Source: an optimization exercise on an open RTL-to-GDS flow (aim: small area, a short achievable clock period and few clock cycles). Production flows keep margins and buffers that such runs may drop. RTL that was checked went through simulation tests only; none was proved equivalent to the original. No activity file was given, so power comes from the tool's default toggle rates.

== alpha ==
==> flow/design.v <==
module sbi_monitor (
    input  wire         clk,
    input  wire         rst,
    input  wire         svc_start,
    output wire         svc_ready,
    output wire         svc_done,
    output wire         svc_pending,
    output wire         svc_err,
    output wire         mem_req,
    output wire         mem_we,
    output wire         mem_batch,
    output wire [3:0]   mem_word,
    output wire [31:0]  mem_wdata,
    input  wire         mem_ack,
    input  wire         mem_ok,
    input  wire [255:0] mem_rdata,
    output wire         fatal,
    output wire         rst_req_valid,
    output wire [31:0]  rst_req_type,
    output wire [31:0]  rst_req_reason,
    output wire         ev_valid,
    output wire [1:0]   ev_kind,
    output wire [4:0]   ev_len,
    output wire [127:0] ev_line
);
    localparam [31:0] EID_CONSOLE = 32'h0000_0001;
    localparam [31:0] EID_BASE    = 32'h0000_0010;
    localparam [31:0] EID_SRST    = 32'h5352_5354;
    localparam [7:0]  NEWLINE     = 8'h0A;
    reg s_poll, s_read, s_werr, s_wval, s_clr, s_done;
    reg req_q, we_q, w0_q, w3_q, rdy_q;
    reg [1:0] retry;
    reg fatal_q, pend_q, err_q;
    reg c_putc;        
    reg c_nl;          
    reg c_rst;         
    reg c_f1;          
    reg c_v24;         
    reg c_f2;          
    reg c_f3;          
    reg c_f6;          
    reg [7:0]  c_chr;  
    reg [63:0] stg;    
    reg wd_e;          
    reg wd_f1;         
    reg wd_24;         
    reg [7:0] wd_lo;   
    reg [127:0] lb;
    reg [4:0]   len;
    reg         w_pend;    
    reg         nl_pend;   
    reg         r_pend;    
    reg         rv_q;
    reg [31:0]  rt_q, rr_q;
    reg         ev_v;
    reg [1:0]   ev_k;
    wire [31:0] r_eid = mem_rdata[31:0];
    wire [31:0] r_fid = mem_rdata[63:32];
    wire [31:0] r_a0  = mem_rdata[95:64];
    wire fid_hi0  = (r_fid[31:3] == 29'd0);
    wire fid0     = fid_hi0 && (r_fid[2:0] == 3'd0);
    wire is_base  = (r_eid == EID_BASE);
    wire d_putc   = (r_eid == EID_CONSOLE) && fid0;
    wire d_rst    = (r_eid == EID_SRST) && fid0;
    wire d_base   = is_base && fid_hi0 && (r_fid[2:0] != 3'd7);
    wire d_uns    = !(d_putc || d_rst || d_base);
    wire bf0      = is_base && fid0;
    wire bf1      = is_base && fid_hi0 && (r_fid[2:0] == 3'd1);
    wire bf2      = is_base && fid_hi0 && (r_fid[2:0] == 3'd2);
    wire bf3      = is_base && fid_hi0 && (r_fid[2:0] == 3'd3);
    wire bf6      = is_base && fid_hi0 && (r_fid[2:0] == 3'd6);
    wire probe = (stg[31:0] == EID_BASE) || (stg[31:0] == EID_CONSOLE) ||
                 (stg[31:0] == EID_SRST);
    wire [7:0] val_lo = ({8{c_putc}} & c_chr) |
                        {5'd0, c_f2, c_f2, c_f2 | c_f6 | (c_f3 & probe)};
    assign svc_ready   = rdy_q;
    assign svc_done    = s_done;
    assign svc_pending = pend_q;
    assign svc_err     = err_q;
    assign mem_req   = req_q;
    assign mem_we    = we_q;
    assign mem_batch = s_read;
    assign mem_word  = {w3_q, 1'b0, s_wval, w0_q};
    assign mem_wdata = {wd_e,  wd_f1, wd_e,  wd_e,  wd_e,  wd_f1, wd_f1, wd_24,
                        wd_e,  wd_f1, wd_e,  wd_e,  wd_e,  wd_f1, wd_e,  wd_e,
                        wd_e,  wd_f1, wd_e,  wd_e,  wd_f1, wd_f1, wd_e,  wd_f1,
                        wd_lo};
    assign fatal          = fatal_q;
    assign rst_req_valid  = rv_q;
    assign rst_req_type   = rt_q;
    assign rst_req_reason = rr_q;
    assign ev_valid = ev_v;
    assign ev_kind  = ev_k;
    assign ev_len   = len;
    assign ev_line  = {lb[127:64], stg};
    wire start     = svc_start && rdy_q;
    wire poll_nz   = (mem_rdata[31:0] != 32'd0);
    wire fail      = mem_ack && !mem_ok && req_q;
    wire last_fail = fail && (retry == 2'd3);
    wire commit    = s_clr && mem_ack && mem_ok;
    wire fin       = fail || commit || (s_poll && mem_ack && mem_ok && !poll_nz);
    wire adv_read  = s_poll && mem_ack && mem_ok && poll_nz;
    wire adv_werr  = s_read && mem_ack && mem_ok;
    wire adv_wval  = s_werr && mem_ack && mem_ok;
    wire adv_clr   = s_wval && mem_ack && mem_ok;
    integer k;
    always @(posedge clk) begin
        if (rst) begin
            s_poll  <= 1'b0;
            s_read  <= 1'b0;
            s_werr  <= 1'b0;
            s_wval  <= 1'b0;
            s_clr   <= 1'b0;
            s_done  <= 1'b0;
            req_q   <= 1'b0;
            we_q    <= 1'b0;
            w0_q    <= 1'b0;
            w3_q    <= 1'b0;
            rdy_q   <= 1'b1;
            retry   <= 2'd0;
            fatal_q <= 1'b0;
            rv_q    <= 1'b0;
            ev_v    <= 1'b0;
            w_pend  <= 1'b0;
            nl_pend <= 1'b0;
            r_pend  <= 1'b0;
            len     <= 5'd0;
        end else begin
            s_poll <= start || (s_poll && !mem_ack);
            s_read <= adv_read || (s_read && !mem_ack);
            s_werr <= adv_werr || (s_werr && !mem_ack);
            s_wval <= adv_wval || (s_wval && !mem_ack);
            s_clr  <= adv_clr || (s_clr && !mem_ack);
            s_done <= fin;
            req_q  <= start || (req_q && !fin);
            we_q   <= adv_werr || (we_q && !fin);
            w0_q   <= adv_read || adv_werr || ((s_read || s_werr) && !mem_ack);
            w3_q   <= adv_werr || adv_wval || ((s_werr || s_wval) && !mem_ack);
            if (start) begin
                rdy_q  <= 1'b0;
                pend_q <= 1'b0;
                err_q  <= 1'b0;
            end
            if (fin)
                rdy_q <= !last_fail;
            if (s_poll && mem_ack)
                pend_q <= mem_ok && poll_nz;
            if (fail) begin
                err_q <= 1'b1;
                retry <= retry + 2'd1;
            end else if (fin) begin
                retry <= 2'd0;
            end
            if (last_fail)
                fatal_q <= 1'b1;
            ev_v    <= last_fail || (commit && ((c_putc && (c_nl || len[4])) || c_rst));
            w_pend  <= commit && c_putc && !c_nl;
            nl_pend <= commit && c_putc && c_nl;
            r_pend  <= commit && c_rst;
            if (last_fail)
                ev_k <= 2'd2;
            else if (commit)
                ev_k <= {1'b0, c_rst};
            if (nl_pend)
                len <= 5'd0;
            else if (w_pend)
                len <= len[4] ? 5'd1 : len + 5'd1;
            if (r_pend)
                rv_q <= 1'b1;
        end
        wd_e  <= (s_read & d_uns) | (s_werr & !mem_ack & wd_e);
        wd_f1 <= (s_read & d_uns) | (s_werr & (mem_ack ? c_f1 : wd_f1)) |
                 (s_wval & !mem_ack & wd_f1);
        wd_24 <= (s_read & d_uns) | (s_werr & (mem_ack ? c_v24 : wd_24)) |
                 (s_wval & !mem_ack & wd_24);
        wd_lo <= ({8{s_read & d_uns}} & 8'hFE) |
                 ({8{s_werr}} & (mem_ack ? val_lo : wd_lo)) |
                 ({8{s_wval & !mem_ack}} & wd_lo);
        if (s_read) begin
            stg    <= mem_rdata[127:64];
            c_chr  <= r_a0[7:0];
            c_putc <= d_putc;
            c_nl   <= (r_a0[7:0] == NEWLINE);
            c_rst  <= d_rst;
            c_f1   <= bf1;
            c_v24  <= bf0 || bf1;
            c_f2   <= bf2;
            c_f3   <= bf3;
            c_f6   <= bf6;
        end else if (s_clr && c_putc) begin
            stg <= lb[63:0];
        end
        for (k = 0; k < 16; k = k + 1)
            if (w_pend && len[3:0] == k)
                lb[8*k +: 8] <= c_chr;
        if (r_pend) begin
            rt_q <= stg[31:0];
            rr_q <= stg[63:32];
        end
    end
endmodule
==> flow/config.mk <==
export PLATFORM = sky130hd
export DESIGN_NAME = sbi_monitor
export DESIGN_NICKNAME = sbi_monitor
export VERILOG_FILES = /design/flow/design.v
export SDC_FILE = /design/flow/constraint.sdc
export NUM_CORES = 4
export LEC_CHECK = 0
export ABC_CLOCK_PERIOD_IN_PS = 2000
export CAP_MARGIN = 20
export CORE_MARGIN = 2
export CORE_UTILIZATION = 40
export CTS_CLUSTER_DIAMETER = 80
export CTS_CLUSTER_SIZE = 30
export SLEW_MARGIN = 20
==> flow/constraint.sdc <==
create_clock -name core_clock -period 10.0 [get_ports {clk}]
set_input_delay 2.0000 -clock core_clock [delete_from_list [all_inputs] [get_ports {clk}]]
set_output_delay 2.0000 -clock core_clock [all_outputs]
set_load 0.01 [all_outputs]
standard.sh (not shown) runs the stock make flow with config.mk's settings and CLKGATE_MAP_FILE= SYNTH_SCRIPT=/design/flow/synth_recipe.tcl, a recipe that flattens the netlist after the stock synthesis.
==> flow/flow/run.sh <==
#!/bin/bash
# Standard layout, with the smallest buffer on every port, and timing repair
# aiming at 6.8 ns of setup slack.
set -euo pipefail
bash standard.sh "BUFFER_PORTS_ARGS=-buffer_cell sky130_fd_sc_hd__buf_1" SETUP_SLACK_MARGIN=6.8 finish > standard.log 2>&1
Testbench counts of alpha, summed over its fixed seeds: cycles 6,880.
## Diff of input files: beta against alpha
--- a/flow/design.v
+++ b/flow/design.v
@@ -53,7 +53,6 @@
     reg         rv_q;
     reg [31:0]  rt_q, rr_q;
     reg         ev_v;
-    reg [1:0]   ev_k;
     wire [31:0] r_eid = mem_rdata[31:0];
     wire [31:0] r_fid = mem_rdata[63:32];
     wire [31:0] r_a0  = mem_rdata[95:64];
@@ -90,7 +89,7 @@
     assign rst_req_type   = rt_q;
     assign rst_req_reason = rr_q;
     assign ev_valid = ev_v;
-    assign ev_kind  = ev_k;
+    assign ev_kind  = {fatal_q, r_pend};
     assign ev_len   = len;
     assign ev_line  = {lb[127:64], stg};
     wire start     = svc_start && rdy_q;
@@ -157,10 +156,6 @@
             w_pend  <= commit && c_putc && !c_nl;
             nl_pend <= commit && c_putc && c_nl;
             r_pend  <= commit && c_rst;
-            if (last_fail)
-                ev_k <= 2'd2;
-            else if (commit)
-                ev_k <= {1'b0, c_rst};
             if (nl_pend)
                 len <= 5'd0;
             else if (w_pend)
@@ -168,14 +163,24 @@
             if (r_pend)
                 rv_q <= 1'b1;
         end
-        wd_e  <= (s_read & d_uns) | (s_werr & !mem_ack & wd_e);
-        wd_f1 <= (s_read & d_uns) | (s_werr & (mem_ack ? c_f1 : wd_f1)) |
-                 (s_wval & !mem_ack & wd_f1);
-        wd_24 <= (s_read & d_uns) | (s_werr & (mem_ack ? c_v24 : wd_24)) |
-                 (s_wval & !mem_ack & wd_24);
-        wd_lo <= ({8{s_read & d_uns}} & 8'hFE) |
-                 ({8{s_werr}} & (mem_ack ? val_lo : wd_lo)) |
-                 ({8{s_wval & !mem_ack}} & wd_lo);
+        if (s_read) begin
+            wd_e  <= d_uns;
+            wd_f1 <= d_uns;
+            wd_24 <= d_uns;
+            wd_lo <= {{7{d_uns}}, 1'b0};
+        end else if (s_werr) begin
+            if (mem_ack) begin
+                wd_e  <= 1'b0;
+                wd_f1 <= c_f1;
+                wd_24 <= c_v24;
+                wd_lo <= val_lo;
+            end
+        end else if (!s_wval || mem_ack) begin
+            wd_e  <= 1'b0;
+            wd_f1 <= 1'b0;
+            wd_24 <= 1'b0;
+            wd_lo <= 8'd0;
+        end
         if (s_read) begin
             stg    <= mem_rdata[127:64];
             c_chr  <= r_a0[7:0];
Notes after the runs:
Worst hold slack across all endpoints across beta and alpha: no real change. Sort beta and alpha by clock tree skew after final layout desc -> top: beta. NOTE: global-route usage in beta exceeds that of alpha. The wire length of the first global-routing pass of beta exceeds that of alpha by 2.2%. The combinational group power of beta is higher than that of alpha. Depth of the CTS H-tree came out exactly the same in beta and alpha. Against alpha, power in beta rose by a few percent. The sequential share of layout area in beta sits 0.78 points below the value recorded for alpha.
Function not checked in beta: the RTL went through the layout flow alone.

re-timing with driven ports:
How much do the figures lean on ideal ports? The routed layouts below were timed once more, with nothing changed but the port constraints. Step 1 sets driving cells, clkbuf_16 on the clock port and buf_2 on the other inputs (assumed; they add their load-dependent delay and slew). Step 2 adds t to the input delays and takes it off the output delays; t is the mean of the earliest and latest rising clock arrival at the registers after step 1. Input paths then give back, and output paths get back, about the clock's delay inside the block. Three values: ideal, step 1, step 2; two values: the first two.
run | t, ns | setup slack, ns | worst hold slack (ns) | pins driven straight from the clock port
alpha | 0.542 | 6.698 / 6.721 / 6.178 | 0.459 / 0.459 / 0.459 | 1
beta | 0.553 | 6.757 / 6.726 / 6.234 | 0.461 / 0.461 / 0.461 | 1
After both steps every run listed still meets setup and hold. The setup slack of beta, which loses most, moves by -0.031 ns with the drivers and by -0.523 ns with both steps.
